Context: an optimization exercise on an open-source flow, tuned for small area, a short achievable clock period and few clock cycles. The choices shown serve that exercise and are no tape-out recipe.
Function was checked by simulation only, so behaviour that the tests miss may differ from the original.
No activity file was given, so power comes from the tool's default toggle rates.

File: flow/config.mk
export PLATFORM = sky130hd
export DESIGN_NAME = zfu
export DESIGN_NICKNAME = zfu
export VERILOG_FILES = /design/flow/design.v
export SDC_FILE = /design/flow/constraint.sdc
export NUM_CORES = 4
export LEC_CHECK = 0
export CAP_MARGIN = 20
export CORE_MARGIN = 2
export CORE_UTILIZATION = 40
export SLEW_MARGIN = 20
File: flow/constraint.sdc
create_clock -name core_clock -period 22.0 [get_ports {clk}]
set_input_delay 4.4000 -clock core_clock [delete_from_list [all_inputs] [get_ports {clk}]]
set_output_delay 4.4000 -clock core_clock [all_outputs]
set_load 0.01 [all_outputs]
File: flow/design.v
module zfu (
    input              clk,
    input              rst,
    input              cmd_valid,
    input      [2:0]   cmd_len,       
    input      [7:0]   cmd_op,        
    input      [47:0]  cmd_arg,       
    input      [63:0]  ts_sec,
    input      [31:0]  ts_usec,
    output reg         rsp_valid,
    output     [7:0]   rsp_status,
    output reg [4:0]   rsp_len,       
    output reg [151:0] rsp_data,      
    output reg         mem_req,
    output reg [31:0]  mem_addr,
    input              mem_ack,
    input      [7:0]   mem_rdata,
    input              mem_err
);
    localparam [15:0] CRC_POLY_LE     = 16'h8408;
    localparam [7:0]  DEFAULT_CHANNEL = 8'd26;
    localparam [15:0] DEVID_RESET     = 16'h0000;
    localparam [31:0] NTP_OFFSET      = 32'd2208988800;
    localparam [7:0] OP_RDREG   = 8'h01, OP_WRREG  = 8'h02, OP_RDBUF = 8'h03,
                     OP_CRCINIT = 8'h10, OP_CRCBYTE = 8'h11, OP_CRCBUF = 8'h12,
                     OP_CRCFIN  = 8'h13, OP_ZENC   = 8'h20, OP_ZDEC  = 8'h21,
                     OP_ZCHK    = 8'h22, OP_FRCLR  = 8'h30, OP_FRPUSH = 8'h31,
                     OP_BUILD   = 8'h32, OP_SEGRD  = 8'h33, OP_TXOK  = 8'h34;
    localparam [4:0] ST_OK        = 5'h00, ST_ILLEGAL   = 5'h01, ST_BADREG   = 5'h02,
                     ST_READONLY  = 5'h03, ST_BADVALUE  = 5'h04, ST_BADINDEX = 5'h05,
                     ST_BUSERROR  = 5'h06, ST_NOTREADY  = 5'h07, ST_FRAGFULL = 5'h08,
                     ST_LENOVF    = 5'h09, ST_CLOCKRNG  = 5'h0A, ST_TRUNC    = 5'h10,
                     ST_BADPRE    = 5'h11, ST_BADVER    = 5'h12, ST_BADTYPE  = 5'h13,
                     ST_NOHDR     = 5'h14, ST_LENMIS    = 5'h15, ST_BUFSMALL = 5'h16,
                     ST_CHANMIS   = 5'h17, ST_LENSHORT  = 5'h18;
    localparam [3:0] K_NONE = 4'd0,    
                     K_REG  = 4'd1,    
                     K_BUF  = 4'd2,    
                     K_CRC  = 4'd3,    
                     K_ZDEC = 4'd4,    
                     K_ZCHK = 4'd5,    
                     K_NFR  = 4'd6,    
                     K_BLD  = 4'd7,    
                     K_SEG  = 4'd8;    
    localparam [2:0] S_IDLE = 3'd0,
                     S_CRC  = 3'd1,    
                     S_ZDEC = 3'd2,    
                     S_BRD  = 3'd3,    
                     S_BNX  = 3'd4,    
                     S_WAIT = 3'd5;    
    reg [7:0]  chan;
    reg [15:0] devid;
    reg [31:0] seq;
    reg [15:0] crc;
    reg        hdrv, fcsv, rxv;
    reg [4:0]  nfrag;
    reg [4:0]  nseg;
    reg [7:0]  datalen;              
    reg [7:0]  fsum;                 
    reg        fovf;                 
    reg [7:0]  rx_chan, rx_lqimode, rx_lqi, rx_len;
    reg [15:0] rx_devid, rxlen;
    reg [31:0] rx_sec, rx_frac, rx_seq, rxbase;
    reg [7:0]  hb_chan, hb_len;
    reg [15:0] hb_devid;
    reg [31:0] hb_nsec, hb_frac, hb_seq;
    reg [15:0] fcs;
    reg [31:0] frag_base [0:15];
    reg [7:0]  frag_len  [0:15];
    reg [31:0] seg_base  [0:15];
    reg [7:0]  seg_len   [0:15];
    reg [2:0]  state;
    reg        is_build;
    reg [4:0]  st;           
    reg [3:0]  kind;         
    reg [5:0]  ix;           
    reg [15:0] rd_cnt;       
    reg [15:0] crc_acc;      
    reg [4:0]  fi;           
    reg        bad_pre, bad_ver, bad_type;
    reg [31:0] dq;           
    reg [4:0]  dr;           
    reg [4:0]  dcnt;         
    function [15:0] crc_step;
        input [15:0] c;
        input [7:0]  b;
        integer k;
        reg [15:0] t;
        begin
            t = c ^ {8'h00, b};
            for (k = 0; k < 8; k = k + 1)
                t = t[0] ? ((t >> 1) ^ CRC_POLY_LE) : (t >> 1);
            crc_step = t;
        end
    endfunction
    function [2:0] op_length;
        input [7:0] o;
        begin
            case (o)
                OP_RDREG, OP_RDBUF, OP_CRCBYTE, OP_ZENC, OP_SEGRD: op_length = 3'd2;
                OP_WRREG:                                         op_length = 3'd6;
                OP_CRCINIT, OP_ZCHK:                              op_length = 3'd3;
                OP_CRCBUF, OP_ZDEC, OP_FRPUSH:                    op_length = 3'd7;
                OP_CRCFIN, OP_FRCLR, OP_BUILD, OP_TXOK:           op_length = 3'd1;
                default:                                          op_length = 3'd0;
            endcase
        end
    endfunction
    wire [7:0]  c_imm8  = cmd_arg[47:40];
    wire [15:0] c_imm16 = cmd_arg[47:32];
    wire [31:0] c_addr  = cmd_arg[47:16];
    wire [15:0] c_len16 = cmd_arg[15:0];
    wire [31:0] c_val32 = cmd_arg[39:8];
    wire reg_ok = (c_imm8 <= 8'h08) || (c_imm8 >= 8'h10 && c_imm8 <= 8'h1A);
    wire       d_bit = ts_usec[dcnt - 5'd1];
    wire [6:0] d_t   = {1'b0, dr, 1'b0} + (d_bit ? 7'd10 : 7'd0);
    wire [1:0] d_d   = (d_t >= 7'd58) ? 2'd2 : (d_t >= 7'd29) ? 2'd1 : 2'd0;
    wire [6:0] d_r   = d_t - (d_d == 2'd2 ? 7'd58 : d_d == 2'd1 ? 7'd29 : 7'd0);
    wire [31:0] d_q  = {dq[30:0], 1'b0} + (d_bit ? 32'd4310 : 32'd0) + {30'd0, d_d};
    wire       d_done = (dcnt == 5'd0);
    wire [15:0] crc_rd   = crc_step(crc_acc, mem_rdata);
    wire        rd_last  = (rd_cnt == 16'd1);
    wire        rd_wrap  = (&mem_addr) && !rd_last;   
    wire        rd_fail  = mem_err || rd_wrap;
    wire [4:0]  zidx     = mem_addr[4:0] - rxbase[4:0];
    wire [31:0] fr_base  = frag_base[fi[3:0]];
    wire [7:0]  fr_len   = frag_len[fi[3:0]];
    wire        fr_end   = (fi == nfrag);
    wire        fr_go    = !fr_end && (fr_len != 8'd0);
    integer i;
    wire        clk_bad  = (ts_usec >= 32'd1000000);
    wire [8:0]  fr_sum   = {1'b0, fsum} + {1'b0, c_len16[7:0]};
    task commit;
        input [15:0] c;
        begin
            hb_chan   <= chan;
            hb_devid  <= devid;
            hb_seq    <= seq;
            hb_nsec   <= ts_sec[31:0] + NTP_OFFSET;
            hb_frac   <= dq;
            hdrv      <= 1'b1;
            rsp_valid <= 1'b1;
            fi        <= 5'd0;
            state     <= S_IDLE;
            if (is_build) begin
                hb_len  <= fsum + 8'd2;
                crc     <= c;
                fcs     <= c;
                fcsv    <= 1'b1;
                for (i = 0; i < 16; i = i + 1) begin
                    seg_base[i] <= frag_base[i];
                    seg_len[i]  <= frag_len[i];
                end
                nseg    <= nfrag + 5'd2;
                datalen <= fsum;
            end
        end
    endtask
    always @(posedge clk) begin
        rsp_valid <= 1'b0;
        if (rst) begin
            chan     <= DEFAULT_CHANNEL;
            devid    <= DEVID_RESET;
            seq      <= 32'd0;
            crc      <= 16'd0;
            hdrv     <= 1'b0;
            fcsv     <= 1'b0;
            rxv      <= 1'b0;
            nfrag    <= 5'd0;
            fsum     <= 8'd0;
            fovf     <= 1'b0;
            nseg     <= 5'd0;
            datalen  <= 8'd0;
            state    <= S_IDLE;
            mem_req  <= 1'b0;
            fi       <= 5'd0;
            dcnt     <= 5'd0;
        end else begin
            if (!d_done) begin
                dq   <= d_q;
                dr   <= d_r[4:0];
                dcnt <= dcnt - 5'd1;
            end
            case (state)
            S_IDLE: if (cmd_valid) begin
                rsp_valid <= 1'b1;
                st        <= ST_OK;
                kind      <= K_NONE;
                ix        <= c_imm8[5:0];
                if (cmd_len != op_length(cmd_op) || cmd_len == 3'd0) begin
                    st <= ST_ILLEGAL;
                end else begin
                    case (cmd_op)
                    OP_RDREG:
                        if (!reg_ok)
                            st <= ST_BADREG;
                        else if (c_imm8[4] && !rxv)
                            st <= ST_NOTREADY;
                        else
                            kind <= K_REG;
                    OP_WRREG:
                        if (!reg_ok)
                            st <= ST_BADREG;
                        else if (c_imm8 > 8'h02)
                            st <= ST_READONLY;
                        else if ((c_imm8[1:0] == 2'd0 && c_val32[31:8]  != 24'd0) ||
                                 (c_imm8[1:0] == 2'd1 && c_val32[31:16] != 16'd0))
                            st <= ST_BADVALUE;
                        else begin
                            case (c_imm8[1:0])
                                2'd0:    chan  <= c_val32[7:0];
                                2'd1:    devid <= c_val32[15:0];
                                default: seq   <= c_val32;
                            endcase
                        end
                    OP_RDBUF:
                        if (c_imm8 >= 8'd34)
                            st <= ST_BADINDEX;
                        else if (c_imm8[5] ? !fcsv : !hdrv)
                            st <= ST_NOTREADY;
                        else
                            kind <= K_BUF;
                    OP_CRCINIT:
                        crc <= c_imm16;
                    OP_CRCBYTE: begin
                        crc  <= crc_step(crc, c_imm8);
                        kind <= K_CRC;
                    end
                    OP_CRCBUF: begin
                        kind <= K_CRC;
                        if (c_len16 != 16'd0) begin
                            rsp_valid <= 1'b0;
                            crc_acc   <= crc;
                            rd_cnt    <= c_len16;
                            mem_addr  <= c_addr;
                            mem_req   <= 1'b1;
                            state     <= S_CRC;
                        end
                    end
                    OP_CRCFIN: begin
                        fcs  <= crc;
                        fcsv <= 1'b1;
                        kind <= K_CRC;
                    end
                    OP_ZENC:
                        if (clk_bad)
                            st <= ST_CLOCKRNG;
                        else begin
                            rsp_valid <= 1'b0;
                            is_build  <= 1'b0;
                            hb_len    <= c_imm8;
                            dq        <= 32'd0;
                            dr        <= 5'd0;
                            dcnt      <= 5'd20;
                            state     <= S_WAIT;
                        end
                    OP_ZDEC: begin
                        rxv      <= 1'b0;
                        rxbase   <= c_addr;
                        rxlen    <= c_len16;
                        bad_pre  <= 1'b0;
                        bad_ver  <= 1'b0;
                        bad_type <= 1'b0;
                        kind     <= K_ZDEC;
                        if (c_len16 == 16'd0)
                            st <= ST_TRUNC;
                        else begin
                            rsp_valid <= 1'b0;
                            rd_cnt    <= (c_len16 < 16'd32) ? c_len16 : 16'd32;
                            mem_addr  <= c_addr;
                            mem_req   <= 1'b1;
                            state     <= S_ZDEC;
                        end
                    end
                    OP_ZCHK: begin
                        kind <= K_ZCHK;
                        if (!rxv)
                            st <= ST_NOHDR;
                        else if ({7'd0, {1'b0, rx_len} + 9'd32} != rxlen)
                            st <= ST_LENMIS;
                        else if ({8'd0, rx_len} > c_imm16)
                            st <= ST_BUFSMALL;
                        else if (rx_chan != chan)
                            st <= ST_CHANMIS;
                        else if (rx_len < 8'd2)
                            st <= ST_LENSHORT;
                    end
                    OP_FRCLR: begin
                        nfrag <= 5'd0;
                        fsum  <= 8'd0;
                        fovf  <= 1'b0;
                    end
                    OP_FRPUSH:
                        if (nfrag[4])
                            st <= ST_FRAGFULL;
                        else begin
                            frag_base[nfrag[3:0]] <= c_addr;
                            frag_len[nfrag[3:0]]  <= c_len16[7:0];
                            nfrag <= nfrag + 5'd1;
                            fsum  <= fr_sum[7:0];
                            fovf  <= fovf || c_len16[15:8] != 8'd0 || fr_sum > 9'd253;
                            kind  <= K_NFR;
                        end
                    OP_BUILD:
                        if (fovf)
                            st <= ST_LENOVF;
                        else begin
                            rsp_valid <= 1'b0;
                            is_build  <= 1'b1;
                            kind      <= K_BLD;
                            crc_acc   <= 16'd0;
                            dq        <= 32'd0;
                            dr        <= 5'd0;
                            dcnt      <= 5'd20;
                            if (fr_go) begin
                                mem_addr <= fr_base;
                                rd_cnt   <= {8'd0, fr_len};
                                mem_req  <= 1'b1;
                                fi       <= fi + 5'd1;
                                state    <= S_BRD;
                            end else
                                state    <= S_BNX;
                        end
                    OP_SEGRD:
                        if (c_imm8 >= {3'd0, nseg})
                            st <= ST_BADINDEX;
                        else
                            kind <= K_SEG;
                    OP_TXOK: begin
                        seq  <= seq + 32'd1;
                        kind <= K_REG;
                        ix   <= 6'd2;
                    end
                    default:
                        st <= ST_ILLEGAL;
                    endcase
                end
            end
            S_CRC: if (mem_ack) begin
                if (rd_fail) begin
                    mem_req   <= 1'b0;
                    rsp_valid <= 1'b1;
                    st        <= ST_BUSERROR;
                    state     <= S_IDLE;
                end else if (rd_last) begin
                    mem_req   <= 1'b0;
                    crc       <= crc_rd;
                    rsp_valid <= 1'b1;
                    state     <= S_IDLE;
                end else begin
                    crc_acc  <= crc_rd;
                    rd_cnt   <= rd_cnt - 16'd1;
                    mem_addr <= mem_addr + 32'd1;
                end
            end
            S_ZDEC: if (mem_ack) begin
                if (rd_fail) begin
                    mem_req   <= 1'b0;
                    rsp_valid <= 1'b1;
                    st        <= ST_BUSERROR;
                    state     <= S_IDLE;
                end else begin
                    case (zidx)
                        5'd0:  if (mem_rdata != 8'h45) bad_pre <= 1'b1;
                        5'd1:  if (mem_rdata != 8'h58) bad_pre <= 1'b1;
                        5'd2:  if (mem_rdata != 8'h02) bad_ver <= 1'b1;
                        5'd3:  if (mem_rdata != 8'h01) bad_type <= 1'b1;
                        5'd4:  rx_chan <= mem_rdata;
                        5'd5:  rx_devid[15:8] <= mem_rdata;
                        5'd6:  rx_devid[7:0]  <= mem_rdata;
                        5'd7:  rx_lqimode <= mem_rdata;
                        5'd8:  rx_lqi <= mem_rdata;
                        5'd9:  rx_sec[31:24] <= mem_rdata;
                        5'd10: rx_sec[23:16] <= mem_rdata;
                        5'd11: rx_sec[15:8]  <= mem_rdata;
                        5'd12: rx_sec[7:0]   <= mem_rdata;
                        5'd13: rx_frac[31:24] <= mem_rdata;
                        5'd14: rx_frac[23:16] <= mem_rdata;
                        5'd15: rx_frac[15:8]  <= mem_rdata;
                        5'd16: rx_frac[7:0]   <= mem_rdata;
                        5'd17: rx_seq[31:24] <= mem_rdata;
                        5'd18: rx_seq[23:16] <= mem_rdata;
                        5'd19: rx_seq[15:8]  <= mem_rdata;
                        5'd20: rx_seq[7:0]   <= mem_rdata;
                        5'd31: rx_len <= mem_rdata;
                        default: ;
                    endcase
                    if (rd_last) begin
                        mem_req   <= 1'b0;
                        rsp_valid <= 1'b1;
                        state     <= S_IDLE;
                        if (rxlen < 16'd3)
                            st <= ST_TRUNC;
                        else if (bad_pre)
                            st <= ST_BADPRE;
                        else if (bad_ver || (zidx == 5'd2 && mem_rdata != 8'h02))
                            st <= ST_BADVER;
                        else if (rxlen < 16'd32)
                            st <= ST_TRUNC;
                        else if (bad_type)
                            st <= ST_BADTYPE;
                        else
                            rxv <= 1'b1;
                    end else begin
                        rd_cnt   <= rd_cnt - 16'd1;
                        mem_addr <= mem_addr + 32'd1;
                    end
                end
            end
            S_BRD: if (mem_ack) begin
                if (rd_fail) begin
                    mem_req   <= 1'b0;
                    rsp_valid <= 1'b1;
                    st        <= ST_BUSERROR;
                    fi        <= 5'd0;
                    state     <= S_IDLE;
                end else begin
                    crc_acc <= crc_rd;
                    if (rd_last) begin
                        if (fr_go) begin
                            mem_addr <= fr_base;
                            rd_cnt   <= {8'd0, fr_len};
                            fi       <= fi + 5'd1;
                        end else begin
                            mem_req <= 1'b0;
                            if (!fr_end)
                                state <= S_BNX;
                            else if (clk_bad) begin
                                rsp_valid <= 1'b1;
                                st        <= ST_CLOCKRNG;
                                fi        <= 5'd0;
                                state     <= S_IDLE;
                            end else if (d_done)
                                commit(crc_rd);
                            else
                                state <= S_WAIT;
                        end
                    end else begin
                        rd_cnt   <= rd_cnt - 16'd1;
                        mem_addr <= mem_addr + 32'd1;
                    end
                end
            end
            S_BNX: begin
                if (fr_end) begin
                    if (clk_bad) begin
                        rsp_valid <= 1'b1;
                        st        <= ST_CLOCKRNG;
                        fi        <= 5'd0;
                        state     <= S_IDLE;
                    end else
                        state <= S_WAIT;
                end else if (fr_go) begin
                    mem_addr <= fr_base;
                    rd_cnt   <= {8'd0, fr_len};
                    mem_req  <= 1'b1;
                    fi       <= fi + 5'd1;
                    state    <= S_BRD;
                end else
                    fi <= fi + 5'd1;
            end
            S_WAIT: if (d_done)
                commit(crc_acc);
            default: state <= S_IDLE;
            endcase
        end
    end
    assign rsp_status = {3'd0, st};
    wire [7:0] paylen = (nseg == 5'd0) ? 8'd0 : datalen + 8'd2;
    reg [31:0] reg_val;
    always @(*) begin
        case (ix[4:0])
            5'h00: reg_val = {24'd0, chan};
            5'h01: reg_val = {16'd0, devid};
            5'h02: reg_val = seq;
            5'h03: reg_val = {16'd0, crc};
            5'h04: reg_val = {29'd0, rxv, fcsv, hdrv};
            5'h05: reg_val = {27'd0, nfrag};
            5'h06: reg_val = {27'd0, nseg};
            5'h07: reg_val = {24'd0, paylen};
            5'h08: reg_val = {24'd0, datalen};
            5'h10: reg_val = 32'd1;
            5'h11: reg_val = {24'd0, rx_chan};
            5'h12: reg_val = {16'd0, rx_devid};
            5'h13: reg_val = {24'd0, rx_lqimode};
            5'h14: reg_val = {24'd0, rx_lqi};
            5'h15: reg_val = rx_sec;
            5'h16: reg_val = rx_frac;
            5'h17: reg_val = rx_seq;
            5'h18: reg_val = {24'd0, rx_len};
            5'h19: reg_val = {16'd0, rxlen};
            5'h1A: reg_val = rxbase;
            default: reg_val = 32'd0;
        endcase
    end
    reg [7:0] buf_byte;
    always @(*) begin
        case (ix)
            6'd0:  buf_byte = 8'h45;
            6'd1:  buf_byte = 8'h58;
            6'd2:  buf_byte = 8'h02;
            6'd3:  buf_byte = 8'h01;
            6'd4:  buf_byte = hb_chan;
            6'd5:  buf_byte = hb_devid[15:8];
            6'd6:  buf_byte = hb_devid[7:0];
            6'd7:  buf_byte = 8'h01;
            6'd8:  buf_byte = 8'hFF;
            6'd9:  buf_byte = hb_nsec[31:24];
            6'd10: buf_byte = hb_nsec[23:16];
            6'd11: buf_byte = hb_nsec[15:8];
            6'd12: buf_byte = hb_nsec[7:0];
            6'd13: buf_byte = hb_frac[31:24];
            6'd14: buf_byte = hb_frac[23:16];
            6'd15: buf_byte = hb_frac[15:8];
            6'd16: buf_byte = hb_frac[7:0];
            6'd17: buf_byte = hb_seq[31:24];
            6'd18: buf_byte = hb_seq[23:16];
            6'd19: buf_byte = hb_seq[15:8];
            6'd20: buf_byte = hb_seq[7:0];
            6'd31: buf_byte = hb_len;
            6'd32: buf_byte = fcs[7:0];
            6'd33: buf_byte = fcs[15:8];
            default: buf_byte = 8'h00;
        endcase
    end
    wire [3:0] seg_f    = ix[3:0] - 4'd1;
    wire       seg_hdr  = (ix == 6'd0);
    wire       seg_fcs  = (ix[4:0] == nseg - 5'd1);
    always @(*) begin
        rsp_data = 152'd0;
        rsp_len  = 5'd1;
        case (kind)
            K_REG:  begin rsp_len = 5'd5;  rsp_data[151:120] = reg_val; end
            K_BUF:  begin rsp_len = 5'd2;  rsp_data[151:144] = buf_byte; end
            K_CRC:  begin rsp_len = 5'd3;  rsp_data[151:136] = crc; end
            K_ZDEC: begin rsp_len = 5'd20;
                          rsp_data = {8'h01, rx_chan, rx_devid, rx_lqimode, rx_lqi,
                                      rx_sec, rx_frac, rx_seq, rx_len}; end
            K_ZCHK: begin rsp_len = 5'd3;  rsp_data[151:136] = {rx_len - 8'd2, rx_lqi}; end
            K_NFR:  begin rsp_len = 5'd2;  rsp_data[151:144] = {3'd0, nfrag}; end
            K_BLD:  begin rsp_len = 5'd4;  rsp_data[151:128] = {3'd0, nseg, paylen, datalen}; end
            K_SEG:  begin rsp_len = 5'd8;
                          if (seg_hdr)
                              rsp_data[151:96] = {8'd0, 32'd0, 16'd32};
                          else if (seg_fcs)
                              rsp_data[151:96] = {8'd0, 32'd32, 16'd2};
                          else
                              rsp_data[151:96] = {8'd1, seg_base[seg_f], 8'd0, seg_len[seg_f]};
                    end
            default: ;
        endcase
        if (st != ST_OK)
            rsp_len = 5'd1;
    end
endmodule
File: flow/run.sh
#!/bin/bash
# synth_recipe.tcl (not shown) runs the flow's synth.tcl, then flattens the netlist and writes it again
# the make line also repeats each setting of config.mk as NAME=value (left out here)
make -C /OpenROAD-flow-scripts/flow DESIGN_CONFIG=/design/flow/config.mk WORK_HOME=/design/flow/orfs CLKGATE_MAP_FILE= SYNTH_SCRIPT=/design/flow/synth_recipe.tcl finish
==> tab_implementation.tex, run 1 <==
\begin{tabular}{lr}
\hline
Metric & Value \\
\hline
\multicolumn{2}{l}{\textbf{Die}} \\
\quad DIE WIDTH & roughly 450 µm \\
\quad Chip height & 451 µm \\
\quad I/O Pins & about 370 \\
\quad Number of core rows & between 150 and 200 \\
\quad Core Footprint & around 0.20 mm² \\
\quad Initial core utilization & 0.403 \\
\quad Overall die area & 0.203 mm² \\
\multicolumn{2}{l}{\textbf{Worst setup path}} \\
\quad Maximum cell stage delay along the critical path & approximately 740 ps \\
\quad Critical path's slowest cell & buf\_4 \\
\quad Worst Path Arrival & between 6000 and 7000 ps \\
\quad Crit Path Max Fanout & 32 \\
\quad Endpoint kind of the worst setup timing path & output port \\
\quad Required time worst endpoint & roughly 18000 ps \\
\quad Cell type with the highest occurrence count on the critical path & buf\_4 \\
\quad Ordered cell list for the critical path & buf\_4 -> nand2b\_1 -> nor2\_4 -> buf\_4 -> buf\_4 -> a22oi\_1 -> nand4\_1 -> o22a\_1 -> a22o\_1 -> a22oi\_1 -> nor3\_1 -> clkdlybuf4s50\_1 \\
\quad Crit Path Category & register to output port \\
\quad Crit start category & register \\
\multicolumn{2}{l}{\textbf{STA}} \\
\quad Final setup violation count & 0 \\
\quad Clock skew after layout & roughly 92 ps \\
\quad Min Tclk post-route & roughly 11000 ps \\
\quad Peak clock frequency supported by timing & 0.0932 GHz \\
\quad Transition time of the tightest slew-check pin & roughly 1200 ps \\
\quad Worst hold slack & 411 ps \\
\quad Sum of negative setup slack & 0 ps \\
\quad Worst slew margin relative to its limit & 0.186 \\
\quad Max-slew violation count & 0 \\
\quad Final clock period utilization by the worst path & 0.488 \\
\quad Final hold violation count & 0 \\
\quad Setup repair after global routing missed its margin & false \\
\multicolumn{2}{l}{\textbf{GRT}} \\
\quad First-pass GRT wire length & between 400000 and 500000 µm \\
\quad Vias in the first global route & between 50000 and 60000 \\
\quad Pin count of the biggest net entering global routing & between 100 and 150 \\
\quad Initial antenna violation count & 22 \\
\quad Total global routing track utilization & 0.305 \\
\quad Gr ovfl total & 0 \\
\multicolumn{2}{l}{\textbf{Clocking}} \\
\quad CTS HTree Levels & 4 \\
\quad Total clock buffers created by CTS & around 190 \\
\quad Insertion delay to the later sink of the worst-skew pair & just under 900 ps \\
\quad Number of post-CTS setup repair buffers & 0 \\
\quad Clock Root Buffer & clkbuf\_16 \\
\quad TritonCTS clock tree & built \\
\quad Clock Tree Buf Depth & 3 \\
\quad Quantity of gates resized following cts & 0 \\
\quad CTS hold repair buffers & 0 \\
\quad Clock slew at reported path FFs & 60 ps \\
\quad Clock sink total & between 1500 and 2000 \\
\multicolumn{2}{l}{\textbf{Place}} \\
\quad Detailed placement HPWL & a little over 200000 µm \\
\quad Global placer's final weighted congestion & a little under 1 \\
\quad Instance count after placement with tap cells included & $\sim$8200 \\
\quad Buffers added on ports & roughly 330 \\
\multicolumn{2}{l}{\textbf{Synthesis}} \\
\quad Number of enable flip-flop cells after synthesis & around 1700 \\
\quad Total of flip-flops plus latches after synthesis & 1857 \\
\quad Most frequently used flop master after synthesis & edfxtp\_1 \\
\quad Share of synthesized registers carrying an async set or reset & 0 \\
\quad Mean post-synth cell area & around 15 µm² \\
\quad Warnings from Yosys & 3 \\
\quad Proportion of synthesized chip area in sequential cells & 0.684 \\
\quad Mapped Area & 0.0798 mm² \\
\quad Count of distinct cell types in the synthesized netlist & 97 \\
\quad Synthesized netlist cell count & 5380 \\
\multicolumn{2}{l}{\textbf{Cells and area}} \\
\quad Footprint of the multi-input gates & 0.0240 mm² \\
\quad Count of non-filler cells in the finished layout & 8560 \\
\quad Fraction of layout cells with a size suffix above 1 & 0.134 \\
\quad Post-Route Utilization & 0.472 \\
\quad Sequential cell area in the final layout & between 0.05 and 0.06 mm² \\
\quad Filler Cell Count & 17114 \\
\quad Final-stage net count & approximately 6000 \\
\quad Area growth from synthesis to final layout & 17.1\% \\
\multicolumn{2}{l}{\textbf{Route}} \\
\quad Antenna Violating Nets Remaining & 0 \\
\quad Detailed-route wire length per cell & between 30 and 40 µm \\
\quad Via count & roughly 56000 \\
\quad First DRT Iteration DRCs & 8986 \\
\quad Final routed wirelength across all metal layers & between 300000 and 400000 µm \\
\quad First-pass iteration count of the detailed router & 8 \\
\quad \# DRC & 0 \\
\quad DR vias/cell & 6.49 \\
\multicolumn{2}{l}{\textbf{Flow run}} \\
\quad Number of maximum-capacitance constraint violations & 0 \\
\multicolumn{2}{l}{\textbf{Power and ir drop}} \\
\quad Power consumption & 8.35 mW \\
\quad Lkg Pwr & 29.9 nW \\
\quad Worst VDD drop & roughly 110 µV \\
\quad Power density normalized to cell area & 89.3 mW/mm² \\
\multicolumn{2}{l}{\textbf{Status}} \\
\quad Run status & finished clean \\
\multicolumn{2}{l}{\textbf{Hold path}} \\
\quad Hold WC Path Type & register to register \\
\hline
\end{tabular}
area by class of cell:
cell class	instances	area share
clock inverter	99	0.0132
inverter	77	0.00311
antenna	10	0.000268
sequential	1857	0.584
timing repair buffer	532	0.0522
multi-input combinational	3094	0.256
clock buffer	251	0.0553
tap	2640	0.0354
routing by layer:
layer  vias up  share of wire  track usage
met5         -        0.00023            0
met4        10          0.071        0.187
met3       780           0.11       0.0697
met2      4025           0.46        0.477
li1      22420              -            -
met1     28294           0.36        0.387
registers in the layout, indices dropped and copies added (netlist names), 16 cells and up, named ones only:
| signal | cells |
|---|---|
| crc | 16 |
| crc_acc | 16 |
| devid | 16 |
| dq | 32 |
| fcs | 16 |
| frag_base | 512 |
| frag_len | 128 |
| hb_devid | 16 |
| hb_frac | 32 |
| hb_nsec | 32 |
| hb_seq | 32 |
| mem_addr | 32 |
| rd_cnt | 16 |
| rx_devid | 16 |
| rx_frac | 32 |
| rx_sec | 32 |
| rx_seq | 32 |
| rxbase | 32 |
| rxlen | 16 |
| seg_base | 512 |
| seg_len | 128 |
| seq | 32 |
final timing paths:
kind / to / slack [ps] / start / depth (start not counted)
max: rsp_data[101] / 11270 / ix[0]$_DFFE_PP_ / 12
min: seg_base[6][6]$_DFFE_PP_ / 410 / frag_base[6][6]$_DFFE_PP_ / 0
max reg2reg: dq[28]$_DFFE_PN_ / 14800 / dcnt[0]$_SDFF_PP0_ / 22
min reg2reg: seg_base[6][6]$_DFFE_PP_ / 410 / frag_base[6][6]$_DFFE_PP_ / 0
power breakdown:
part,switching [mW],leakage [nW],internal (mW)
clock,1.43,3.05,1.89
sequential,0.0546,16.8,3.93
combinational,0.602,10.0,0.434
placed cells by master (no fill, tap or decap), types with 19 or more instances in the layout:
cell             count
o21ai_0            179
xnor2_1            128
nor3_1              68
nor2_4              28
a222oi_1            35
xor2_1              74
buf_4              196
a21oi_1            191
mux2i_1             91
a31oi_1             41
or3_1               20
nand2b_1            26
inv_1               73
a211oi_1            70
bufinv_16           19
clkbuf_16          195
a22oi_1            345
nand2_1            260
a221oi_1           105
clkinv_2            21
mux4_2             205
a21o_1              26
o221ai_1            31
clkinv_1            31
nand3_1            129
clkdlybuf4s50_1    330
a22o_1              56
and3_1             143
nand4_1             87
edfxtp_1          1736
dfxtp_1            118
o22ai_1             52
nor2_1             295
ha_1                69
clkbuf_1            48
nor4_1              38
metrics by stage:
step,setup WS [ps],cell area [µm²]
3_3_place_gp,11580,86900
3_5_place_dp,11570,86900
5_1_grt,11330,93400
2_1_floorplan,5790,79800
4_1_cts,11480,93300
6_report,11270,93400
kinds of logic (layout without fill, tap and decap cells):
group                      Yosys count  count (layout)  share of synthesized area
xor gates and xnor gates           202             202                     0.0222
AOI/OAI and AO/OA                 1269            1269                      0.112
and+or+nand+nor                   1236            1236                     0.0772
adders and majority gates           76              76                     0.0123
muxes                              308             308                     0.0710
DFF                               1857            1857                      0.684
buffers and inverters              431             959                     0.0212
other                                1              13                  0.0000470
synthesized netlist by cell type (all sizes together), types with 105 or more instances:
cell type | number | share of area
nor2 | 330 | 0.016
xnor2 | 128 | 0.014
and3 | 143 | 0.011
clkbuf | 298 | 0.014
nand3 | 131 | 0.0083
dfxtp | 121 | 0.030
edfxtp | 1736 | 0.65
a221oi | 105 | 0.012
nand2 | 260 | 0.012
a22oi | 345 | 0.032
o21ai | 183 | 0.011
a21oi | 191 | 0.012
mux4 | 205 | 0.058
worst max-delay path, delay by kind of cell (launching register included):
family                 cells  cell delay (ps)
buffers and inverters      4             2280
and+or+nand+nor            4             1870
AOI/OAI and AO/OA          4              960
DFF                        1              320
Testbench counts, summed over its fixed seeds: cycles 63,705.
==> inputs of run 2 (changes only) <==
--- a/flow/design.v
+++ b/flow/design.v
@@ -9,7 +9,7 @@
     input      [31:0]  ts_usec,
     output reg         rsp_valid,
     output     [7:0]   rsp_status,
-    output reg [4:0]   rsp_len,       
+    output     [4:0]   rsp_len,       
     output reg [151:0] rsp_data,      
     output reg         mem_req,
     output reg [31:0]  mem_addr,
@@ -47,7 +47,9 @@
                      S_ZDEC = 3'd2,    
                      S_BRD  = 3'd3,    
                      S_BNX  = 3'd4,    
-                     S_WAIT = 3'd5;    
+                     S_WAIT = 3'd5,    
+                     S_PUSH = 3'd6,    
+                     S_SEG  = 3'd7;    
     reg [7:0]  chan;
     reg [15:0] devid;
     reg [31:0] seq;
@@ -65,10 +67,10 @@
     reg [15:0] hb_devid;
     reg [31:0] hb_nsec, hb_frac, hb_seq;
     reg [15:0] fcs;
-    reg [31:0] frag_base [0:15];
-    reg [7:0]  frag_len  [0:15];
-    reg [31:0] seg_base  [0:15];
-    reg [7:0]  seg_len   [0:15];
+    reg [39:0] fr [0:15];
+    reg [39:0] sg [0:15];
+    reg [3:0]  fh, sh;
+    reg [4:0]  cp_cnt;       
     reg [2:0]  state;
     reg        is_build;
     reg [4:0]  st;           
@@ -76,11 +78,16 @@
     reg [5:0]  ix;           
     reg [15:0] rd_cnt;       
     reg [15:0] crc_acc;      
-    reg [4:0]  fi;           
+    reg [4:0]  pidx;         
+    reg        pv;           
+    reg [31:0] pre_base;
+    reg [7:0]  pre_len;
     reg        bad_pre, bad_ver, bad_type;
     reg [31:0] dq;           
     reg [4:0]  dr;           
     reg [4:0]  dcnt;         
+    reg        d_b;          
+    reg        nsec_c;       
     function [15:0] crc_step;
         input [15:0] c;
         input [7:0]  b;
@@ -112,7 +119,7 @@
     wire [15:0] c_len16 = cmd_arg[15:0];
     wire [31:0] c_val32 = cmd_arg[39:8];
     wire reg_ok = (c_imm8 <= 8'h08) || (c_imm8 >= 8'h10 && c_imm8 <= 8'h1A);
-    wire       d_bit = ts_usec[dcnt - 5'd1];
+    wire       d_bit = d_b;
     wire [6:0] d_t   = {1'b0, dr, 1'b0} + (d_bit ? 7'd10 : 7'd0);
     wire [1:0] d_d   = (d_t >= 7'd58) ? 2'd2 : (d_t >= 7'd29) ? 2'd1 : 2'd0;
     wire [6:0] d_r   = d_t - (d_d == 2'd2 ? 7'd58 : d_d == 2'd1 ? 7'd29 : 7'd0);
@@ -123,10 +130,31 @@
     wire        rd_wrap  = (&mem_addr) && !rd_last;   
     wire        rd_fail  = mem_err || rd_wrap;
     wire [4:0]  zidx     = mem_addr[4:0] - rxbase[4:0];
-    wire [31:0] fr_base  = frag_base[fi[3:0]];
-    wire [7:0]  fr_len   = frag_len[fi[3:0]];
-    wire        fr_end   = (fi == nfrag);
-    wire        fr_go    = !fr_end && (fr_len != 8'd0);
+    wire        bld_cmd  = (state == S_IDLE) && cmd_valid && cmd_op == OP_BUILD &&
+                           cmd_len == 3'd1 && !fovf;
+    wire        bld_on   = bld_cmd || state == S_BRD || state == S_BNX;
+    wire        p_end    = (pidx == nfrag);
+    wire        fr_end   = p_end && !pv;       
+    wire        take     = pv;                 
+    wire        take_now = take && (state == S_BNX ||
+                           (state == S_BRD && mem_ack && !rd_fail && rd_last));
+    wire        p_hit    = bld_on && !p_end && (fh - 4'd4 == pidx[3:0]) &&
+                           (!pv || take_now);
+    wire        push_ok  = !nfrag[4] && cp_cnt == 5'd0 && fh == nfrag[3:0];
+    wire        wr_now   = (state == S_IDLE) && cmd_valid && cmd_op == OP_FRPUSH &&
+                           cmd_len == 3'd7 && push_ok;
+    wire        wr_late  = (state == S_PUSH) && push_ok;
+    wire [39:0] sg_in    = (cp_cnt != 5'd0) ? fr[15] : sg[15];
+    integer k;
+    always @(posedge clk) begin
+        for (k = 1; k < 16; k = k + 1) begin
+            fr[k] <= fr[k - 1];
+            sg[k] <= sg[k - 1];
+        end
+        fr[0] <= wr_now  ? {c_addr, c_len16[7:0]} :
+                 wr_late ? {mem_addr, rd_cnt[7:0]} : fr[15];
+        sg[0] <= sg_in;
+    end
     integer i;
     wire        clk_bad  = (ts_usec >= 32'd1000000);
     wire [8:0]  fr_sum   = {1'b0, fsum} + {1'b0, c_len16[7:0]};
@@ -136,21 +164,20 @@
             hb_chan   <= chan;
             hb_devid  <= devid;
             hb_seq    <= seq;
-            hb_nsec   <= ts_sec[31:0] + NTP_OFFSET;
+            hb_nsec   <= {ts_sec[31:16] + NTP_OFFSET[31:16] + {15'd0, nsec_c},
+                          ts_sec[15:0] + NTP_OFFSET[15:0]};
             hb_frac   <= dq;
             hdrv      <= 1'b1;
             rsp_valid <= 1'b1;
-            fi        <= 5'd0;
+            pidx      <= 5'd0;
             state     <= S_IDLE;
             if (is_build) begin
                 hb_len  <= fsum + 8'd2;
                 crc     <= c;
                 fcs     <= c;
                 fcsv    <= 1'b1;
-                for (i = 0; i < 16; i = i + 1) begin
-                    seg_base[i] <= frag_base[i];
-                    seg_len[i]  <= frag_len[i];
-                end
+                cp_cnt  <= 5'd16;
+                sh      <= fh + 4'd1;
                 nseg    <= nfrag + 5'd2;
                 datalen <= fsum;
             end
@@ -173,13 +200,31 @@
             datalen  <= 8'd0;
             state    <= S_IDLE;
             mem_req  <= 1'b0;
-            fi       <= 5'd0;
+            pidx     <= 5'd0;
+            pv       <= 1'b0;
             dcnt     <= 5'd0;
+            fh       <= 4'd0;
+            sh       <= 4'd0;
+            cp_cnt   <= 5'd0;
         end else begin
+            fh <= fh + 4'd1;
+            sh <= sh + 4'd1;
+            if (cp_cnt != 5'd0)
+                cp_cnt <= cp_cnt - 5'd1;
+            if (p_hit && fr[3][7:0] != 8'd0) begin
+                pre_base <= fr[3][39:8];
+                pre_len  <= fr[3][7:0];
+                pv       <= 1'b1;
+            end else if (take_now)
+                pv <= 1'b0;
+            if (p_hit)
+                pidx <= pidx + 5'd1;
+            nsec_c <= ({1'b0, ts_sec[15:0]} + {1'b0, NTP_OFFSET[15:0]}) > 17'hFFFF;
             if (!d_done) begin
                 dq   <= d_q;
                 dr   <= d_r[4:0];
                 dcnt <= dcnt - 5'd1;
+                d_b  <= ts_usec[dcnt - 5'd2];
             end
             case (state)
             S_IDLE: if (cmd_valid) begin
@@ -252,6 +297,7 @@
                             dq        <= 32'd0;
                             dr        <= 5'd0;
                             dcnt      <= 5'd20;
+                            d_b       <= ts_usec[19];
                             state     <= S_WAIT;
                         end
                     OP_ZDEC: begin
@@ -286,6 +332,7 @@
                             st <= ST_LENSHORT;
                     end
                     OP_FRCLR: begin
+                        fh    <= 4'd0;
                         nfrag <= 5'd0;
                         fsum  <= 8'd0;
                         fovf  <= 1'b0;
@@ -294,12 +341,17 @@
                         if (nfrag[4])
                             st <= ST_FRAGFULL;
                         else begin
-                            frag_base[nfrag[3:0]] <= c_addr;
-                            frag_len[nfrag[3:0]]  <= c_len16[7:0];
-                            nfrag <= nfrag + 5'd1;
                             fsum  <= fr_sum[7:0];
                             fovf  <= fovf || c_len16[15:8] != 8'd0 || fr_sum > 9'd253;
                             kind  <= K_NFR;
+                            if (wr_now)
+                                nfrag <= nfrag + 5'd1;
+                            else begin
+                                rsp_valid <= 1'b0;
+                                mem_addr  <= c_addr;
+                                rd_cnt    <= c_len16;
+                                state     <= S_PUSH;
+                            end
                         end
                     OP_BUILD:
                         if (fovf)
@@ -312,20 +364,20 @@
                             dq        <= 32'd0;
                             dr        <= 5'd0;
                             dcnt      <= 5'd20;
-                            if (fr_go) begin
-                                mem_addr <= fr_base;
-                                rd_cnt   <= {8'd0, fr_len};
-                                mem_req  <= 1'b1;
-                                fi       <= fi + 5'd1;
-                                state    <= S_BRD;
-                            end else
-                                state    <= S_BNX;
+                            d_b       <= ts_usec[19];
+                            state     <= S_BNX;
                         end
                     OP_SEGRD:
                         if (c_imm8 >= {3'd0, nseg})
                             st <= ST_BADINDEX;
-                        else
+                        else begin
                             kind <= K_SEG;
+                            if (c_imm8 != 8'd0 && c_imm8[4:0] != nseg - 5'd1 &&
+                                sh != c_imm8[3:0] - 4'd1) begin
+                                rsp_valid <= 1'b0;
+                                state     <= S_SEG;
+                            end
+                        end
                     OP_TXOK: begin
                         seq  <= seq + 32'd1;
                         kind <= K_REG;
@@ -412,15 +464,15 @@
                     mem_req   <= 1'b0;
                     rsp_valid <= 1'b1;
                     st        <= ST_BUSERROR;
-                    fi        <= 5'd0;
+                    pidx      <= 5'd0;
+                    pv        <= 1'b0;
                     state     <= S_IDLE;
                 end else begin
                     crc_acc <= crc_rd;
                     if (rd_last) begin
-                        if (fr_go) begin
-                            mem_addr <= fr_base;
-                            rd_cnt   <= {8'd0, fr_len};
-                            fi       <= fi + 5'd1;
+                        if (take) begin
+                            mem_addr <= pre_base;
+                            rd_cnt   <= {8'd0, pre_len};
                         end else begin
                             mem_req <= 1'b0;
                             if (!fr_end)
@@ -428,7 +480,7 @@
                             else if (clk_bad) begin
                                 rsp_valid <= 1'b1;
                                 st        <= ST_CLOCKRNG;
-                                fi        <= 5'd0;
+                                pidx      <= 5'd0;
                                 state     <= S_IDLE;
                             end else if (d_done)
                                 commit(crc_rd);
@@ -442,22 +494,29 @@
                 end
             end
             S_BNX: begin
-                if (fr_end) begin
+                if (take) begin
+                    mem_addr <= pre_base;
+                    rd_cnt   <= {8'd0, pre_len};
+                    mem_req  <= 1'b1;
+                    state    <= S_BRD;
+                end else if (fr_end) begin
                     if (clk_bad) begin
                         rsp_valid <= 1'b1;
                         st        <= ST_CLOCKRNG;
-                        fi        <= 5'd0;
+                        pidx      <= 5'd0;
                         state     <= S_IDLE;
                     end else
                         state <= S_WAIT;
-                end else if (fr_go) begin
-                    mem_addr <= fr_base;
-                    rd_cnt   <= {8'd0, fr_len};
-                    mem_req  <= 1'b1;
-                    fi       <= fi + 5'd1;
-                    state    <= S_BRD;
-                end else
-                    fi <= fi + 5'd1;
+                end
+            end
+            S_PUSH: if (push_ok) begin
+                nfrag     <= nfrag + 5'd1;
+                rsp_valid <= 1'b1;
+                state     <= S_IDLE;
+            end
+            S_SEG: if (sh == ix[3:0] - 4'd1) begin
+                rsp_valid <= 1'b1;
+                state     <= S_IDLE;
             end
             S_WAIT: if (d_done)
                 commit(crc_acc);
@@ -466,10 +525,11 @@
         end
     end
     assign rsp_status = {3'd0, st};
-    wire [7:0] paylen = (nseg == 5'd0) ? 8'd0 : datalen + 8'd2;
+    reg  [4:0] okl;          
+    assign rsp_len = (st == ST_OK) ? okl : 5'd1;
     reg [31:0] reg_val;
     always @(*) begin
-        case (ix[4:0])
+        case (c_imm8[4:0])
             5'h00: reg_val = {24'd0, chan};
             5'h01: reg_val = {16'd0, devid};
             5'h02: reg_val = seq;
@@ -477,7 +537,7 @@
             5'h04: reg_val = {29'd0, rxv, fcsv, hdrv};
             5'h05: reg_val = {27'd0, nfrag};
             5'h06: reg_val = {27'd0, nseg};
-            5'h07: reg_val = {24'd0, paylen};
+            5'h07: reg_val = {24'd0, (nseg == 5'd0) ? 8'd0 : datalen + 8'd2};
             5'h08: reg_val = {24'd0, datalen};
             5'h10: reg_val = 32'd1;
             5'h11: reg_val = {24'd0, rx_chan};
@@ -495,7 +555,7 @@
     end
     reg [7:0] buf_byte;
     always @(*) begin
-        case (ix)
+        case (c_imm8[5:0])
             6'd0:  buf_byte = 8'h45;
             6'd1:  buf_byte = 8'h58;
             6'd2:  buf_byte = 8'h02;
@@ -523,33 +583,48 @@
             default: buf_byte = 8'h00;
         endcase
     end
-    wire [3:0] seg_f    = ix[3:0] - 4'd1;
-    wire       seg_hdr  = (ix == 6'd0);
-    wire       seg_fcs  = (ix[4:0] == nseg - 5'd1);
+    wire [55:0] seg_ent = {8'd1, sg_in[39:8], 8'd0, sg_in[7:0]};
+    reg [151:0] rd_n;
+    reg [4:0]   okl_n;
     always @(*) begin
-        rsp_data = 152'd0;
-        rsp_len  = 5'd1;
-        case (kind)
-            K_REG:  begin rsp_len = 5'd5;  rsp_data[151:120] = reg_val; end
-            K_BUF:  begin rsp_len = 5'd2;  rsp_data[151:144] = buf_byte; end
-            K_CRC:  begin rsp_len = 5'd3;  rsp_data[151:136] = crc; end
-            K_ZDEC: begin rsp_len = 5'd20;
-                          rsp_data = {8'h01, rx_chan, rx_devid, rx_lqimode, rx_lqi,
-                                      rx_sec, rx_frac, rx_seq, rx_len}; end
-            K_ZCHK: begin rsp_len = 5'd3;  rsp_data[151:136] = {rx_len - 8'd2, rx_lqi}; end
-            K_NFR:  begin rsp_len = 5'd2;  rsp_data[151:144] = {3'd0, nfrag}; end
-            K_BLD:  begin rsp_len = 5'd4;  rsp_data[151:128] = {3'd0, nseg, paylen, datalen}; end
-            K_SEG:  begin rsp_len = 5'd8;
-                          if (seg_hdr)
-                              rsp_data[151:96] = {8'd0, 32'd0, 16'd32};
-                          else if (seg_fcs)
-                              rsp_data[151:96] = {8'd0, 32'd32, 16'd2};
-                          else
-                              rsp_data[151:96] = {8'd1, seg_base[seg_f], 8'd0, seg_len[seg_f]};
-                    end
+        rd_n  = 152'd0;
+        okl_n = 5'd1;
+        case (state)
+        S_IDLE:
+            case (cmd_op)
+            OP_RDREG:   begin okl_n = 5'd5; rd_n[151:120] = reg_val; end
+            OP_RDBUF:   begin okl_n = 5'd2; rd_n[151:144] = buf_byte; end
+            OP_CRCBYTE: begin okl_n = 5'd3; rd_n[151:136] = crc_step(crc, c_imm8); end
+            OP_CRCBUF,
+            OP_CRCFIN:  begin okl_n = 5'd3; rd_n[151:136] = crc; end
+            OP_ZCHK:    begin okl_n = 5'd3; rd_n[151:136] = {rx_len - 8'd2, rx_lqi}; end
+            OP_FRPUSH:  begin okl_n = 5'd2; rd_n[151:144] = {3'd0, nfrag + 5'd1}; end
+            OP_SEGRD:   begin
+                            okl_n = 5'd8;
+                            if (c_imm8 == 8'd0)
+                                rd_n[151:96] = {8'd0, 32'd0, 16'd32};
+                            else if (c_imm8[4:0] == nseg - 5'd1)
+                                rd_n[151:96] = {8'd0, 32'd32, 16'd2};
+                            else
+                                rd_n[151:96] = seg_ent;
+                        end
+            OP_TXOK:    begin okl_n = 5'd5; rd_n[151:120] = seq + 32'd1; end
             default: ;
+            endcase
+        S_CRC:  begin okl_n = 5'd3; rd_n[151:136] = crc_rd; end
+        S_ZDEC: begin okl_n = 5'd20;
+                      rd_n = {8'h01, rx_chan, rx_devid, rx_lqimode, rx_lqi,
+                              rx_sec, rx_frac, rx_seq, mem_rdata}; end
+        S_PUSH: begin okl_n = 5'd2; rd_n[151:144] = {3'd0, nfrag + 5'd1}; end
+        S_SEG:  begin okl_n = 5'd8; rd_n[151:96] = seg_ent; end
+        default: begin
+                      okl_n = is_build ? 5'd4 : 5'd1;
+                      rd_n[151:128] = {3'd0, nfrag + 5'd2, fsum + 8'd2, fsum};
+                 end
         endcase
-        if (st != ST_OK)
-            rsp_len = 5'd1;
+    end
+    always @(posedge clk) begin
+        rsp_data <= rd_n;
+        okl      <= okl_n;
     end
 endmodule
==> flow/flow/run.sh (new file) <==
#!/bin/bash
# Standard ORFS layout (standard.sh) with the standard synthesis, then the
# rest of the flow with a tighter setup-repair target and a leaner clock tree.
set -uo pipefail
bash standard.sh synth > synth.log 2>&1 || exit 1
bash standard.sh \
  SETUP_SLACK_MARGIN=15 \
  "CTS_ARGS=-sink_clustering_enable -repair_clock_nets -dont_use_dummy_load -buf_list sky130_fd_sc_hd__clkbuf_8 -sink_clustering_size 25" \
  finish > layout.log 2>&1 || exit 1
==> flow/standard.sh (new file) <==
#!/bin/bash
# synth_recipe.tcl (not shown) runs the flow's synth.tcl, then flattens the netlist and writes it again
# the make line also repeats each setting of config.mk as NAME=value (left out here)
make -C /OpenROAD-flow-scripts/flow DESIGN_CONFIG=/design/flow/config.mk WORK_HOME=/design/flow/orfs CLKGATE_MAP_FILE= SYNTH_SCRIPT=/design/flow/synth_recipe.tcl "${@:-finish}"
removed: flow/run.sh
==> run 2 against run 1 <==
  * Register-to-register slack improved by 2000 ps
  * Highest routed layer unchanged
  * Largest cell class unchanged
  * Routed wire length decreased by 25%
  * Worst setup slack improved by 3600 ps
  * Still clean
==> tab_implementation.tex, run 2 <==
\begin{tabular}{lr}
\hline
Metric & Value \\
\hline
\multicolumn{2}{l}{\textbf{Status}} \\
\quad Run status & finished clean \\
\multicolumn{2}{l}{\textbf{Worst setup path}} \\
\quad Crit Path Max Fanout & 75 \\
\quad Ordered cell list for the critical path & clkdlybuf4s50\_1 -> inv\_1 -> ha\_1 -> nand2\_1 -> or4\_2 -> buf\_12 -> nor2\_1 -> a2111oi\_2 -> o21ai\_0 -> a21boi\_1 \\
\quad Crit start category & input pin \\
\quad Crit path buffers/inverters & 3 \\
\quad Worst Path Arrival & between 7000 and 8000 ps \\
\quad Required time worst endpoint & 22850 ps \\
\quad Endpoint kind of the worst setup timing path & register \\
\quad Critical path's slowest cell & or4\_2 \\
\quad Crit Path Category & input pin to register \\
\quad Family with the most delay on the worst path & simple AND/OR/NAND/NOR gates \\
\quad Maximum cell stage delay along the critical path & 690 ps \\
\multicolumn{2}{l}{\textbf{Die}} \\
\quad Chip height & 411 µm \\
\quad Initial core utilization & 0.402 \\
\quad Overall die area & 0.169 mm² \\
\quad I/O Pins & 367 \\
\quad Number of core rows & between 100 and 150 \\
\quad DIE WIDTH & between 400 and 500 µm \\
\quad Core Footprint & around 0.16 mm² \\
\multicolumn{2}{l}{\textbf{Cells and area}} \\
\quad Fraction of layout cells with a size suffix above 1 & 0.119 \\
\quad Cell area after layout & 0.0780 mm² \\
\quad Footprint of the multi-input gates & between 0.015 and 0.02 mm² \\
\quad Sequential cell area in the final layout & 0.0462 mm² \\
\quad Final-stage net count & approximately 6100 \\
\quad Filler Cell Count & 14724 \\
\quad Area growth from synthesis to final layout & 17.8\% \\
\quad Most common library cell in the layout ignoring fill and taps & dfxtp\_1 \\
\quad Most frequent cells in the layout & dfxtp\_1, edfxtp\_1, nor2\_1 \\
\quad Count of non-filler cells in the finished layout & between 8000 and 9000 \\
\multicolumn{2}{l}{\textbf{STA}} \\
\quad Transition time of the tightest slew-check pin & roughly 1300 ps \\
\quad Setup repair after global routing missed its margin & false \\
\quad Clock skew after layout & approximately 100 ps \\
\quad Final setup violation count & 0 \\
\quad Max-slew violation count & 0 \\
\quad Min Tclk post-route & just over 7000 ps \\
\quad Peak clock frequency supported by timing & 0.141 GHz \\
\quad Final clock period utilization by the worst path & 0.322 \\
\quad Sum of negative setup slack & 0 ps \\
\quad Final hold violation count & 0 \\
\quad Fin worst setup slack & between 10000 and 15000 ps \\
\quad Worst slew margin relative to its limit & 0.141 \\
\multicolumn{2}{l}{\textbf{Synthesis}} \\
\quad Most numerous cell in the Yosys netlist & dfxtp\_1 \\
\quad Top post-synthesis cells by area & dfxtp\_1, edfxtp\_1, nor2\_1, xnor2\_1, mux2i\_1 \\
\quad Most frequently used flop master after synthesis & dfxtp\_1 \\
\quad Portion of synthesized cell area occupied by the leading cell type & 0.474 \\
\quad Mapped Area & 0.0662 mm² \\
\quad Largest area contributor in the netlist & dfxtp\_1 \\
\quad Proportion of synthesized chip area in sequential cells & 0.697 \\
\quad Number of enable flip-flop cells after synthesis & 492 \\
\quad Share of synthesized registers carrying an async set or reset & 0 \\
\quad Warnings from Yosys & 3 \\
\quad Top cells by instance count after synthesis & dfxtp\_1, edfxtp\_1, nor2\_1 \\
\quad Mean post-synth cell area & 12.7 µm² \\
\quad Total of flip-flops plus latches after synthesis & between 2000 and 2500 \\
\quad Count of distinct cell types in the synthesized netlist & 104 \\
\quad Synthesized netlist cell count & about 5200 \\
\multicolumn{2}{l}{\textbf{Route}} \\
\quad First-pass iteration count of the detailed router & 7 \\
\quad First DRT Iteration DRCs & between 5000 and 6000 \\
\quad Via count & about 46000 \\
\quad DR vias/cell & $\sim$5.7 \\
\quad Detailed-route wire length per cell & a little under 30 µm \\
\quad Final routed wirelength across all metal layers & $\sim$240000 µm \\
\quad Antenna Violating Nets Remaining & 0 \\
\quad \# DRC & 0 \\
\multicolumn{2}{l}{\textbf{Clocking}} \\
\quad Clock sink total & between 2000 and 2500 \\
\quad CTS HTree Levels & 5 \\
\quad Total clock buffers created by CTS & roughly 340 \\
\quad Insertion delay to the later sink of the worst-skew pair & 1050 ps \\
\quad CTS hold repair buffers & 0 \\
\quad Clock Tree Buf Depth & 4 \\
\quad Clock slew at reported path FFs & 60 ps \\
\quad Clock Root Buffer & clkbuf\_8 \\
\quad TritonCTS clock tree & built \\
\multicolumn{2}{l}{\textbf{Flow run}} \\
\quad Number of maximum-capacitance constraint violations & 0 \\
\multicolumn{2}{l}{\textbf{Place}} \\
\quad Detailed placement HPWL & roughly 170000 µm \\
\quad Worst setup slack after placement & $\sim$13000 ps \\
\quad Global placer's final weighted congestion & roughly 1.0 \\
\quad Instance count after placement with tap cells included & approximately 7600 \\
\quad Post-Place Cell Area & $\sim$0.072 mm² \\
\quad Buffers added on ports & 331 \\
\multicolumn{2}{l}{\textbf{GRT}} \\
\quad Initial antenna violation count & 30 \\
\quad Total global routing track utilization & 0.275 \\
\quad Pin count of the biggest net entering global routing & 76 \\
\quad First-pass GRT wire length & between 300000 and 400000 µm \\
\quad Gr ovfl total & 0 \\
\quad Vias in the first global route & approximately 43000 \\
\multicolumn{2}{l}{\textbf{Power and ir drop}} \\
\quad Lkg Pwr & approximately 29 nW \\
\quad Worst VDD drop & a little over 60 µV \\
\quad Power density normalized to cell area & 95.3 mW/mm² \\
\multicolumn{2}{l}{\textbf{Hold path}} \\
\quad Hold WC Path Type & register to register \\
\hline
\end{tabular}
-- run 2: changes by cell type after synthesis, sizes merged, moves of 55 or more --
cell,change
dfxtp,+1447
edfxtp,-1244
a22oi,-240
mux4,-195
and2,+128
and3,-87
clkbuf,-82
a221oi,-55
-- run 2: final cells by class --
class,count,area share
diodes,11,0.000353
clock buffers,335,0.0591
inverters,89,0.00443
multi-input cells,2817,0.247
flip-flops and latches,2060,0.592
well taps,2189,0.0351
repair buffers,505,0.0625
-- run 2: final timing paths --
| check | cells after the start | slack, ps | endpoint | from |
|---|---|---|---|---|
| max | 10 | 14920 | rsp_data[142]$_DFF_P_ | cmd_op[1] |
| min | 0 | 260 | sg[9][20]$_DFF_P_ | sg[8][20]$_DFF_P_ |
| max reg2reg | 8 | 16780 | bad_type$_DFFE_PP_ | mem_addr[1]$_DFFE_PP_ |
| min reg2reg | 0 | 260 | sg[9][20]$_DFF_P_ | sg[8][20]$_DFF_P_ |
-- run 2: where the power goes --
part           internal, mW  leakage (nW)  switching [mW]
Clock                  1.34          2.41            1.30
Sequential             3.99          17.3          0.0692
Combinational         0.310          9.38           0.430
-- run 2: kinds of logic after synthesis --
| family | count (synthesis) | synth area share |
|---|---|---|
| muxes | 163 | 0.0272 |
| other | 1 | 0.0000566 |
| AOI/OAI and AO/OA | 1029 | 0.109 |
| DFF | 2060 | 0.697 |
| xor gates and xnor gates | 248 | 0.0328 |
| buffers and inverters | 354 | 0.0213 |
| and+or+nand+nor | 1288 | 0.0960 |
| adders and majority gates | 83 | 0.0162 |
-- run 2: through the flow --
step                hold WS [ps]  power [mW]   util
floorplan                    310        4.61      -
global placement             310        4.83  0.440
detailed placement           312        4.85  0.440
CTS                          267        7.50  0.471
global route                 260        7.74  0.473
finish                       261        7.44  0.473
-- run 2: what timing repair did --
item                       4_1_cts  5_1_grt
setup buffers                   19       15
setup endpoints to repair      385      317
resized for setup              103       34
cloned                           2        2
pin swaps                       13        9
-- run 2: metal layers --
layer  wire [µm]  vias up  GRT usage
met5         149        -          0
met4       14200       22      0.152
met3       26100      638     0.0798
met2       98000     2704      0.390
met1       99100    22367      0.377
li1            -    19809          -
Testbench counts of run 2, summed over its fixed seeds: cycles 65,714.

==> port drivers added, routing unchanged <==
No port has a modelled driver above. Below, the same layouts with a new extraction and two added sets of constraints.
Step 1 assumes that a clkbuf_16 drives the clock port and a buf_2 every other input.
Step 2 times the ports against the registers' clock, not the clock port: input delays grow and output delays shrink by t, the midpoint of the rising clock arrivals with the driver on.
Slacks: ideal ports / drivers / drivers and shift; pairs: ideal ports / drivers.
| run | shift t [ns] | setup WS [ns] | worst setup path after step 2 | worst register clock-pin slew, ns |
|---|---|---|---|---|
| run 1 | 0.933 | 11.272 / 11.182 / 11.474 | input to register | 0.07 / 0.07 |
| run 2 | 1.078 | 14.922 / 14.968 / 13.890 | input to register | 0.07 / 0.07 |
After both steps every run listed still meets setup and hold. For run 2, which loses most, drivers alone change the setup slack by +0.046 ns; drivers and shift together by -1.032 ns.
